What follows belongs to an exercise in optimizing a design on an open flow for small area and a short achievable clock period; a production flow would make more cautious choices.
At most, simulation tests tie the RTL to the original design; equivalence was not proved.
Power is estimated from default activity; no workload was simulated.

## run D
==> module atis_sync, before the edit <==
module atis_sync (
    input  wire        clk,
    input  wire        rst,
    input  wire        bit_valid,
    input  wire        bit_in,
    output reg         locked,
    output wire        locked_next,
    output reg         id_valid,
    output reg  [34:0] id_pairs,    
    output wire [3:0]  id_len,
    output wire [79:0] id_text
);
    reg  [9:0] ring;
    reg  [3:0] cnt;        
    reg        act;        
    reg        started;
    reg        alt;        
    reg  [2:0] out_len;
    reg        drop;       
    reg        ndrop;
    reg  [3:0] dig [0:9];  
    wire [6:0] sym_val   = ring[6:0];
    wire [2:0] sym_check = {ring[7], ring[8], ring[9]};
    wire [2:0] sym_ones  = {2'b00, sym_val[0]} + {2'b00, sym_val[1]}
                         + {2'b00, sym_val[2]} + {2'b00, sym_val[3]}
                         + {2'b00, sym_val[4]} + {2'b00, sym_val[5]}
                         + {2'b00, sym_val[6]};
    reg  [3:0] tens_n;
    always @* begin
        if      (sym_val >= 7'd90) tens_n = 4'd9;
        else if (sym_val >= 7'd80) tens_n = 4'd8;
        else if (sym_val >= 7'd70) tens_n = 4'd7;
        else if (sym_val >= 7'd60) tens_n = 4'd6;
        else if (sym_val >= 7'd50) tens_n = 4'd5;
        else if (sym_val >= 7'd40) tens_n = 4'd4;
        else if (sym_val >= 7'd30) tens_n = 4'd3;
        else if (sym_val >= 7'd20) tens_n = 4'd2;
        else if (sym_val >= 7'd10) tens_n = 4'd1;
        else                       tens_n = 4'd0;
    end
    wire [6:0] ones_w = sym_val - {tens_n, 3'b000} - {2'b00, tens_n, 1'b0};
    wire       q_ok   = (sym_check == 3'd7 - sym_ones);
    wire       q_le99 = (sym_val <= 7'd99);
    wire       q_lock = (sym_val == 7'd125);
    wire       q_lt10 = (sym_val < 7'd10);
    wire [3:0] q_tens = tens_n;
    wire [3:0] q_ones = ones_w[3:0];
    wire       read   = act && locked && q_ok && !alt && (started || q_le99);
    wire       keep   = read && q_le99;
    wire       drop_n = (out_len == 3'd0) ? q_lt10 : !ndrop;
    assign locked_next = rst ? 1'b0 :
                         !act ? locked :
                         !locked ? (q_ok && q_lock) :
                         (q_ok && !(keep && out_len == 3'd4));
    always @(posedge clk) begin
        if (rst) begin
            cnt      <= 4'd0;
            act      <= 1'b0;
            id_valid <= 1'b0;
            started  <= 1'b0;
            alt      <= 1'b0;
            out_len  <= 3'd0;
        end else begin
            id_valid <= 1'b0;
            act      <= bit_valid && (cnt == 4'd9);
            if (bit_valid && cnt != 4'd9)
                cnt <= cnt + 4'd1;
            if (act) begin
                if (!locked) begin
                    if (q_ok && q_lock) begin
                        cnt     <= 4'd0;
                        started <= 1'b0;
                        alt     <= 1'b0;
                        out_len <= 3'd0;
                    end
                end else begin
                    cnt <= 4'd0;
                    if (!q_ok) begin
                    end else if (read) begin
                        started <= 1'b1;
                        alt     <= 1'b1;
                        if (q_le99) begin
                            out_len <= out_len + 3'd1;
                            if (out_len == 3'd4)
                                id_valid <= 1'b1;
                        end
                    end else if (started) begin
                        alt <= 1'b0;
                    end
                end
            end
        end
    end
    always @(posedge clk)
        locked <= locked_next;
    always @(posedge clk) begin
        if (bit_valid)
            ring <= {bit_in, ring[9:1]};
    end
    integer k;
    always @(posedge clk) begin
        if (keep) begin
            id_pairs <= {sym_val, id_pairs[34:7]};
            drop     <= drop_n;
            ndrop    <= !drop_n;
            for (k = 0; k < 7; k = k + 1)
                dig[k] <= dig[k+2];
            dig[7] <= drop_n ? q_tens : dig[9];
            dig[8] <= drop_n ? q_ones : q_tens;
            dig[9] <= drop_n ? 4'd0 : q_ones;
        end
    end
    genvar j;
    generate
        for (j = 0; j < 9; j = j + 1) begin : g_txt
            assign id_text[8*j +: 8] = {4'h3, dig[j]};
        end
    endgenerate
    assign id_text[79:72] = {2'b00, ndrop, ndrop, dig[9]};
    assign id_len = {1'b1, 1'b0, ndrop, drop};
endmodule
==> flow/config.mk <==
export PLATFORM = sky130hd
export DESIGN_NAME = atis_decoder
export DESIGN_NICKNAME = atis_decoder
export VERILOG_FILES = /design/flow/design.v
export SDC_FILE = /design/flow/constraint.sdc
export NUM_CORES = 4
export LEC_CHECK = 0
export CAP_MARGIN = 20
export CORE_MARGIN = 2
export CORE_UTILIZATION = 65
export CTS_CLUSTER_DIAMETER = 80
export CTS_CLUSTER_SIZE = 24
export SLEW_MARGIN = 20
export SYNTH_HIERARCHICAL = 1
export SYNTH_MINIMUM_KEEP_SIZE = 0
==> flow/constraint.sdc <==
create_clock -name core_clock -period 12.0 [get_ports {clk}]
set_input_delay 2.4000 -clock core_clock [delete_from_list [all_inputs] [get_ports {clk}]]
set_output_delay 2.4000 -clock core_clock [all_outputs]
set_load 0.01 [all_outputs]
standard.sh (not shown) runs the stock make flow with config.mk's settings and CLKGATE_MAP_FILE= SYNTH_SCRIPT=/design/flow/synth_recipe.tcl, a recipe that flattens the netlist after the stock synthesis.
==> flow/flow/run.sh <==
#!/bin/bash
# Own layout flow: the standard flow (standard.sh, unchanged synthesis,
# floorplan, power grid, placement, CTS and routing), with plain buffers
# instead of delay buffers on the ports, and timing repair asked for 8.5 ns
# of setup slack at the 12 ns clock. The full make output goes to
# standard.log; ORFS keeps each step's log under orfs/logs.
set -euo pipefail
export BUFFER_PORTS_ARGS="-buffer_cell sky130_fd_sc_hd__buf_2"
export SETUP_SLACK_MARGIN=8.5
bash standard.sh > standard.log 2>&1
Here is what was changed in the inputs of run E compared with run D.
--- a/flow/design.v
+++ b/flow/design.v
@@ -1322,4 +1322,5 @@
     reg  [9:0] ring;
     reg  [3:0] cnt;        
+    reg        pend;       
     reg        act;        
     reg        started;
@@ -1349,10 +1350,14 @@
     end
     wire [6:0] ones_w = sym_val - {tens_n, 3'b000} - {2'b00, tens_n, 1'b0};
-    wire       q_ok   = (sym_check == 3'd7 - sym_ones);
-    wire       q_le99 = (sym_val <= 7'd99);
-    wire       q_lock = (sym_val == 7'd125);
-    wire       q_lt10 = (sym_val < 7'd10);
-    wire [3:0] q_tens = tens_n;
-    wire [3:0] q_ones = ones_w[3:0];
+    reg        q_ok, q_le99, q_lock, q_lt10;
+    reg  [3:0] q_tens, q_ones;
+    always @(posedge clk) begin
+        q_ok   <= (sym_check == 3'd7 - sym_ones);
+        q_le99 <= (sym_val <= 7'd99);
+        q_lock <= (sym_val == 7'd125);
+        q_lt10 <= (sym_val < 7'd10);
+        q_tens <= tens_n;
+        q_ones <= ones_w[3:0];
+    end
     wire       read   = act && locked && q_ok && !alt && (started || q_le99);
     wire       keep   = read && q_le99;
@@ -1365,4 +1370,5 @@
         if (rst) begin
             cnt      <= 4'd0;
+            pend     <= 1'b0;
             act      <= 1'b0;
             id_valid <= 1'b0;
@@ -1372,5 +1378,6 @@
         end else begin
             id_valid <= 1'b0;
-            act      <= bit_valid && (cnt == 4'd9);
+            pend     <= bit_valid && (cnt == 4'd9);
+            act      <= pend;
             if (bit_valid && cnt != 4'd9)
                 cnt <= cnt + 4'd1;
Results
- Per the comparison of run E with run D, clock network latency to the later pin of the worst-skew pair flat, pre-CTS setup slack rose 630 ps, global-route usage over all layers has decreased, cell count after synthesis rose by 33.
- Re slack of the critical path: run E and run D aren't equal, and the lower value belongs to run D.
- Against run D, run E comes in about 1.5% higher on core outline area.
- Delta (run E minus run D): post-synthesis share of cell area spent on full adders, half adders and majority gates now sits lower, clock period minus final worst setup slack now sits lower, routed length on met1 now sits higher.
- Final worst hold slack delta (run E -> run D): insignificant
- Leakage power figure delta (run E -> run D): insignificant
- Run E ran to completion and came out clean on the timing, design-rule and antenna checks.
- Of run E and run D, the higher fraction of layout instances using a drive strength above 1 belongs to run D.
The RTL of run D was laid out without a check of its function.

==> re-timing with driven ports <==
Ports are ideal in the flow. The routed layouts listed here were re-timed in OpenROAD.
Step 1 (the two cells are an assumption about what drives the block):
set clk [get_ports {clk}]
set_driving_cell -lib_cell sky130_fd_sc_hd__clkbuf_16 $clk
set_driving_cell -lib_cell sky130_fd_sc_hd__buf_2 [delete_from_list [all_inputs] $clk]
Step 2 adds t to the input delays and takes it off the output delays; t is the mean of the earliest and latest rising clock arrival at the registers after step 1. Input paths then give back, and output paths get back, about the clock's delay inside the block.
Slacks: ideal ports / drivers / drivers and shift; pairs: ideal ports / drivers.
run | t (ns) | setup slack, ns | hold slack, ns | latest minus earliest clock arrival (ns) | worst data-port slew with drivers (ns)
run D | 0.679 | 8.289 / 8.220 / 8.510 | 0.451 / 0.451 / 0.451 | 0.033 / 0.033 | 0.03
run E | 0.663 | 8.367 / 8.300 / 8.511 | 0.450 / 0.450 / 0.450 | 0.035 / 0.035 | 0.03
After both steps setup and hold are still met in every run listed.
